What follows belongs to an exercise in optimizing a design on an open flow for small area and few clock cycles; a production flow would make more cautious choices.
In this exercise RTL edits were held to simulation tests only and were not proved equivalent to the original.

==> v34: inputs <==
Design fat12_walker, start of the top module:
module fat12_walker (
    input  wire        clk,
    input  wire        rst,            
    input  wire        cmd_valid,
    output wire        cmd_ready,
    input  wire [1:0]  cmd_op,         
    input  wire [15:0] cmd_arg,        
    input  wire        med_present,
    input  wire [20:0] med_size,
    output reg         med_re,
    output reg  [20:0] med_addr,
    input  wire [7:0]  med_rdata,      
    output reg         out_valid,
    input  wire        out_ready,
    output reg  [20:0] out_cluster,
    output reg  [20:0] out_offset,
    output reg         done,
    output reg         done_ok,
    output reg  [31:0] done_count,
    output reg  [31:0] done_total
);
clock: 20.0 ns
lec_check: 0
cap_margin: 20
core_margin: 2
core_utilization: 40
slew_margin: 20
run.sh (not shown) runs the stock make flow with config.mk's settings and CLKGATE_MAP_FILE= SYNTH_SCRIPT=/design/flow/synth_recipe.tcl, a recipe that flattens the netlist after the stock synthesis.
==> inputs of v9, as changes to v34 <==
--- a/flow/design.v
+++ b/flow/design.v
@@ -27,17 +27,17 @@
                S_DIV  = 4'd4,    
                S_RD2  = 4'd5,    
                S_F    = 4'd6,    
                S_F2   = 4'd7,    
                S_CHS  = 4'd8,    
                S_CH1  = 4'd9,    
                S_CH0  = 4'd10,   
                S_CHH  = 4'd11,   
-               S_UN   = 4'd12,   
+               S_SS   = 4'd12,   
                S_SCAN = 4'd13,   
                S_FIN  = 4'd14,   
                S_RL   = 4'd15;   
     localparam MO_BPC = 3'd0,    
                MO_FS  = 3'd1,    
                MO_FE  = 3'd2,    
                MO_NF  = 3'd3,    
                MO_DS  = 3'd4,    
@@ -154,17 +154,17 @@
     wire [21:0] a1   = a1w[21:0];
     wire [34:0] cm2w     = add34({13'd0, clu}, {13'd0, 21'h1FFFFE}, (st == S_SCAN) || pa);
     wire [20:0] cm2      = cm2w[20:0];
     wire        clu_lt   = (tc[31:21] != 11'd0) || lt34({13'd0, cm2}, {13'd0, tc[20:0]});
     wire        clu_le   = clu_lt;
     wire        clu_ok   = (clu[20:1] != 20'd0) && clu_lt;
     wire        cnt_le   = !lt34({2'b00, tc}, {1'b0, count});      
     wire        steps_ok = sok;
-    wire        med_lt   = lt34({13'd0, med_size}, (st == S_F) ? {13'd0, fe} : {12'd0, sum[21:0]});
+    wire        med_lt   = lt34({13'd0, med_size}, {12'd0, sum[21:0]});
     wire        off_bad  = bpc_p2 ? (big21 || med_lt) : (obig || bpc_big);
     wire        pred     = bpc_p2 && (ech == cn[11:0]) && (cn[20:12] == 9'd0);
     wire [11:0] ech  = clu[0] ? {med_rdata, lo[7:4]} : {med_rdata[3:0], lo};
     wire        ech_end = (ech >= 12'hFF8) || (ech == 12'd0);
     wire [34:0] cnw    = add34({13'd0, clu}, 34'd0, 1'b1);
     wire [20:0] cn     = cnw[20:0];
     wire        cn_ok  = clu_le;
     wire [11:0] esc    = (ph == 2'd1) ? {med_rdata[3:0], lo} : {med_rdata, lo[7:4]};
@@ -287,45 +287,28 @@
         done        = fin && drained;
         done_ok     = fin_ok;
         done_count  = count[31:0];
         done_total  = tc;
         out_cluster = clu;
         med_re      = 1'b1;
     end
     always @(*) begin
-        ac = (st == S_CHS) ? clu[15:0] : 16'd2;
+        ac = (st == S_SS) ? 16'd2 : clu[15:0];
         case (st)
             S_IDLE: med_addr = 21'h0B;
             S_G, S_RI: med_addr = {15'd0, ia};
             S_RL: med_addr = mi[0] ? 21'h11 : 21'h12;
-            S_CHS, S_F, S_F2: med_addr = aent[20:0];
+            S_CHS, S_SS: med_addr = aent[20:0];
             S_CH1: med_addr = a1[20:0];
             S_CH0: med_addr = clu[0] ? a1[20:0] : a[20:0];    
             S_SCAN: med_addr = (s_stall || n_hit) ? a[20:0] : a1[20:0];
             default: med_addr = a[20:0];
         endcase
     end
-    wire go = (st == S_F) ? (spc_p2 && j == 3'd0) : (tcd || (spc_p2 && mi[2:0] == j));
-    task dispatch;
-        begin
-            count <= 33'd0;
-            sreg  <= s_g;
-            p2reg <= bps_p2 && spc_p2;
-            if (op == OP_CHAIN) st <= S_CHS;
-            else if (is_alloc && bpc == 21'd0) begin okr <= 1'b1; st <= S_FIN; end
-            else begin
-                a   <= aent;
-                clu <= 21'd1;
-                ph  <= 2'd0;
-                out_offset <= 21'd0;
-                st  <= S_SCAN;
-            end
-        end
-    endtask
     always @(posedge clk) begin
         if (rst) begin
             st        <= S_IDLE;
             out_valid <= 1'b0;
         end else begin
             if (out_ready) out_valid <= 1'b0;
             if (fin) begin
                 okr <= fin_ok;
@@ -460,33 +443,38 @@
                     st  <= S_RI;
                 end
                 S_F: begin
                     if (tc == 32'd0 && !tsd) begin
                         tc  <= {11'd0, med_size};
                         a[15:0] <= 16'd0;
                         dop <= 2'd1; mi <= 6'd0; st <= S_DIV;
                     end else begin
-                        tc <= dsec[32] ? 32'd0 : dsec[31:0];
-                        if (bad || med_lt) begin
+                        tc <= (dsec[32] || dsec == 33'd0) ? 32'd0 : dsec[31:0];
+                        if (bad || lt34({13'd0, med_size}, {13'd0, fe})) begin
                             okr <= 1'b0;
                             st  <= S_FIN;
                         end else if (op != OP_CHAIN || cfast) begin
                             dst <= {4'd0, sum[20:0]}; dst_big <= big21;
                             mi  <= 6'd0;
                             st  <= S_F2;
-                            if (go) dispatch;
                         end else begin
                             mop <= MO_DS; mi <= 6'd0; st <= S_MAC;
                         end
                     end
                 end
                 S_F2: begin
-                    if (go) dispatch;
-                    else if (spc_p2) begin
+                    if (tcd || (spc_p2 && mi[2:0] == j)) begin
+                        count <= 33'd0;
+                        sreg  <= s_g;
+                        p2reg <= bps_p2 && spc_p2;
+                        if (op == OP_CHAIN) st <= S_CHS;
+                        else if (is_alloc && bpc == 21'd0) begin okr <= 1'b1; st <= S_FIN; end
+                        else st <= S_SS;
+                    end else if (spc_p2) begin
                         tc <= {1'b0, tc[31:1]};
                         mi <= mi + 6'd1;
                     end else begin
                         a[15:0] <= 16'd0;
                         dop <= 2'd2; mi <= 6'd0; st <= S_DIV;
                     end
                 end
                 S_CHS: if (!o_busy) begin
@@ -523,16 +511,23 @@
                             out_offset <= sum[20:0];
                             obig       <= big21;
                             st         <= S_CH1;
                         end else
                             st <= S_CHS;
                     end
                 end
                 S_CHH: st <= S_CH0;
+                S_SS: begin
+                    a   <= aent;
+                    clu <= 21'd1;
+                    ph  <= 2'd0;
+                    out_offset <= 21'd0;
+                    st  <= S_SCAN;
+                end
                 S_SCAN: if (!fin && !s_stall) begin
                     a  <= a1;
                     lo <= med_rdata;
                     ph <= (ph == 2'd1) ? 2'd2 : (ph == 2'd2) ? 2'd0 : 2'd1;
                     if (s_cmp) begin
                         clu <= cn;
                         if (esc == 12'd0) begin
                             count <= cnt1[32:0];
==> flow/config.mk (replaced) <==
export PLATFORM = sky130hd
export DESIGN_NAME = fat12_walker
export DESIGN_NICKNAME = fat12_walker
export VERILOG_FILES = /design/flow/design.v
export SDC_FILE = /design/flow/constraint.sdc
export NUM_CORES = 4
export LEC_CHECK = 0
export CAP_MARGIN = 20
export CORE_MARGIN = 2
export CORE_UTILIZATION = 50
export CTS_CLUSTER_DIAMETER = 100
export CTS_CLUSTER_SIZE = 20
export SLEW_MARGIN = 20
==> inputs of v13, as changes to v34 <==
--- a/flow/design.v
+++ b/flow/design.v
@@ -27,17 +27,17 @@
                S_DIV  = 4'd4,    
                S_RD2  = 4'd5,    
                S_F    = 4'd6,    
                S_F2   = 4'd7,    
                S_CHS  = 4'd8,    
                S_CH1  = 4'd9,    
                S_CH0  = 4'd10,   
                S_CHH  = 4'd11,   
-               S_UN   = 4'd12,   
+               S_SS   = 4'd12,   
                S_SCAN = 4'd13,   
                S_FIN  = 4'd14,   
                S_RL   = 4'd15;   
     localparam MO_BPC = 3'd0,    
                MO_FS  = 3'd1,    
                MO_FE  = 3'd2,    
                MO_NF  = 3'd3,    
                MO_DS  = 3'd4,    
@@ -154,17 +154,17 @@
     wire [21:0] a1   = a1w[21:0];
     wire [34:0] cm2w     = add34({13'd0, clu}, {13'd0, 21'h1FFFFE}, (st == S_SCAN) || pa);
     wire [20:0] cm2      = cm2w[20:0];
     wire        clu_lt   = (tc[31:21] != 11'd0) || lt34({13'd0, cm2}, {13'd0, tc[20:0]});
     wire        clu_le   = clu_lt;
     wire        clu_ok   = (clu[20:1] != 20'd0) && clu_lt;
     wire        cnt_le   = !lt34({2'b00, tc}, {1'b0, count});      
     wire        steps_ok = sok;
-    wire        med_lt   = lt34({13'd0, med_size}, (st == S_F) ? {13'd0, fe} : {12'd0, sum[21:0]});
+    wire        med_lt   = lt34({13'd0, med_size}, {12'd0, sum[21:0]});
     wire        off_bad  = bpc_p2 ? (big21 || med_lt) : (obig || bpc_big);
     wire        pred     = bpc_p2 && (ech == cn[11:0]) && (cn[20:12] == 9'd0);
     wire [11:0] ech  = clu[0] ? {med_rdata, lo[7:4]} : {med_rdata[3:0], lo};
     wire        ech_end = (ech >= 12'hFF8) || (ech == 12'd0);
     wire [34:0] cnw    = add34({13'd0, clu}, 34'd0, 1'b1);
     wire [20:0] cn     = cnw[20:0];
     wire        cn_ok  = clu_le;
     wire [11:0] esc    = (ph == 2'd1) ? {med_rdata[3:0], lo} : {med_rdata, lo[7:4]};
@@ -287,45 +287,28 @@
         done        = fin && drained;
         done_ok     = fin_ok;
         done_count  = count[31:0];
         done_total  = tc;
         out_cluster = clu;
         med_re      = 1'b1;
     end
     always @(*) begin
-        ac = (st == S_CHS) ? clu[15:0] : 16'd2;
+        ac = (st == S_SS) ? 16'd2 : clu[15:0];
         case (st)
             S_IDLE: med_addr = 21'h0B;
             S_G, S_RI: med_addr = {15'd0, ia};
             S_RL: med_addr = mi[0] ? 21'h11 : 21'h12;
-            S_CHS, S_F, S_F2: med_addr = aent[20:0];
+            S_CHS, S_SS: med_addr = aent[20:0];
             S_CH1: med_addr = a1[20:0];
             S_CH0: med_addr = clu[0] ? a1[20:0] : a[20:0];    
             S_SCAN: med_addr = (s_stall || n_hit) ? a[20:0] : a1[20:0];
             default: med_addr = a[20:0];
         endcase
     end
-    wire go = (st == S_F) ? (spc_p2 && j == 3'd0) : (tcd || (spc_p2 && mi[2:0] == j));
-    task dispatch;
-        begin
-            count <= 33'd0;
-            sreg  <= s_g;
-            p2reg <= bps_p2 && spc_p2;
-            if (op == OP_CHAIN) st <= S_CHS;
-            else if (is_alloc && bpc == 21'd0) begin okr <= 1'b1; st <= S_FIN; end
-            else begin
-                a   <= aent;
-                clu <= 21'd1;
-                ph  <= 2'd0;
-                out_offset <= 21'd0;
-                st  <= S_SCAN;
-            end
-        end
-    endtask
     always @(posedge clk) begin
         if (rst) begin
             st        <= S_IDLE;
             out_valid <= 1'b0;
         end else begin
             if (out_ready) out_valid <= 1'b0;
             if (fin) begin
                 okr <= fin_ok;
@@ -460,33 +443,38 @@
                     st  <= S_RI;
                 end
                 S_F: begin
                     if (tc == 32'd0 && !tsd) begin
                         tc  <= {11'd0, med_size};
                         a[15:0] <= 16'd0;
                         dop <= 2'd1; mi <= 6'd0; st <= S_DIV;
                     end else begin
-                        tc <= dsec[32] ? 32'd0 : dsec[31:0];
-                        if (bad || med_lt) begin
+                        tc <= (dsec[32] || dsec == 33'd0) ? 32'd0 : dsec[31:0];
+                        if (bad || lt34({13'd0, med_size}, {13'd0, fe})) begin
                             okr <= 1'b0;
                             st  <= S_FIN;
                         end else if (op != OP_CHAIN || cfast) begin
                             dst <= {4'd0, sum[20:0]}; dst_big <= big21;
                             mi  <= 6'd0;
                             st  <= S_F2;
-                            if (go) dispatch;
                         end else begin
                             mop <= MO_DS; mi <= 6'd0; st <= S_MAC;
                         end
                     end
                 end
                 S_F2: begin
-                    if (go) dispatch;
-                    else if (spc_p2) begin
+                    if (tcd || (spc_p2 && mi[2:0] == j)) begin
+                        count <= 33'd0;
+                        sreg  <= s_g;
+                        p2reg <= bps_p2 && spc_p2;
+                        if (op == OP_CHAIN) st <= S_CHS;
+                        else if (is_alloc && bpc == 21'd0) begin okr <= 1'b1; st <= S_FIN; end
+                        else st <= S_SS;
+                    end else if (spc_p2) begin
                         tc <= {1'b0, tc[31:1]};
                         mi <= mi + 6'd1;
                     end else begin
                         a[15:0] <= 16'd0;
                         dop <= 2'd2; mi <= 6'd0; st <= S_DIV;
                     end
                 end
                 S_CHS: if (!o_busy) begin
@@ -523,16 +511,23 @@
                             out_offset <= sum[20:0];
                             obig       <= big21;
                             st         <= S_CH1;
                         end else
                             st <= S_CHS;
                     end
                 end
                 S_CHH: st <= S_CH0;
+                S_SS: begin
+                    a   <= aent;
+                    clu <= 21'd1;
+                    ph  <= 2'd0;
+                    out_offset <= 21'd0;
+                    st  <= S_SCAN;
+                end
                 S_SCAN: if (!fin && !s_stall) begin
                     a  <= a1;
                     lo <= med_rdata;
                     ph <= (ph == 2'd1) ? 2'd2 : (ph == 2'd2) ? 2'd0 : 2'd1;
                     if (s_cmp) begin
                         clu <= cn;
                         if (esc == 12'd0) begin
                             count <= cnt1[32:0];
==> flow/config.mk (replaced) <==
export PLATFORM = sky130hd
export DESIGN_NAME = fat12_walker
export DESIGN_NICKNAME = fat12_walker
export VERILOG_FILES = /design/flow/design.v
export SDC_FILE = /design/flow/constraint.sdc
export NUM_CORES = 4
export LEC_CHECK = 0
export CAP_MARGIN = 20
export CORE_MARGIN = 2
export CORE_UTILIZATION = 40
export CTS_CLUSTER_DIAMETER = 100
export CTS_CLUSTER_SIZE = 20
export SLEW_MARGIN = 20
==> results.txt <==
Clock-buffer cell count: v9 < v13 < v34.
Between v9 and v34, the lower core utilization is in v34 (gap 9.2 points).
Worst hold slack: v34 is worse than v13 (0.086 ns).
Non-clock buffer count is the same in v9 and v13.
Between v34 and v9, the lower via count is in v9 (gap 4.8%, measured against v9).
Worst setup slack, lowest first: v9, v34, v13.
==> figures <==
item	v34	v13	v9
Critical Path Stages	75	68	70
Final area over synthesized area	1.180x	1.141x	1.128x
Area share of xor/xnor cells in the synthesized design	0.0173	0.0189	0.0189
GRT met1 Usage	0.525	0.486	0.570
Clock-cell share	0.0408	0.0221	0.0197
# resized after CTS	15	0	0
Sequential area share after synthesis	0.310	0.320	0.320
DIE HEIGHT	258 um	254 um	228 um
Outcome	no timing/DRC/antenna violations	no timing/DRC/antenna violations	no timing/DRC/antenna violations
Worst setup slack after layout	0.785 ns	0.804 ns	0.520 ns
Number of non-clock inverters in the layout	211	214	214
Fraction of met3 tracks used by global routing	0.0834	0.0736	0.116
Met2 wirelength from detailed routing	59200 um	52500 um	48900 um
Worst EP arrival	19.52 ns	19.49 ns	19.76 ns
Endpoint, Worst Hold	dst[10]$_DFFE_PP_	count[0]$_DFFE_PP_	count[2]$_DFFE_PP_
Relative area of non-clock buffer cells in the final design	0.105	0.0926	0.0930
Testbench counts of v34, summed over its fixed seeds: cycles 72,137.
Testbench counts of v9, summed over its fixed seeds: cycles 72,439.
Testbench counts of v13, summed over its fixed seeds: cycles 72,439.

## re-timing with driven ports
Ports are ideal in the flow. The routed layouts listed here were re-timed in OpenROAD.
Step 1 (the two cells are an assumption about what drives the block):
set clk [get_ports {clk}]
set_driving_cell -lib_cell sky130_fd_sc_hd__clkbuf_16 $clk
set_driving_cell -lib_cell sky130_fd_sc_hd__buf_2 [delete_from_list [all_inputs] $clk]
Step 2, shift: input delay + t, output delay - t, t = (earliest + latest rising clock arrival at the registers) / 2. This alone moves slack from input paths to output paths.
Slacks: no drivers / after step 1 / after step 2; pairs: no drivers / after step 1.
| run | shift t [ns] | slack for setup (ns) | cell pins on the clock port's net |
|---|---|---|---|
| v34 | 0.641 | 0.785 / 0.785 / 0.785 | 1 |
| v9 | 0.619 | 0.520 / 0.520 / 0.520 | 1 |
| v13 | 0.632 | 0.804 / 0.804 / 0.804 | 1 |
After both steps setup and hold are still met in every run listed.
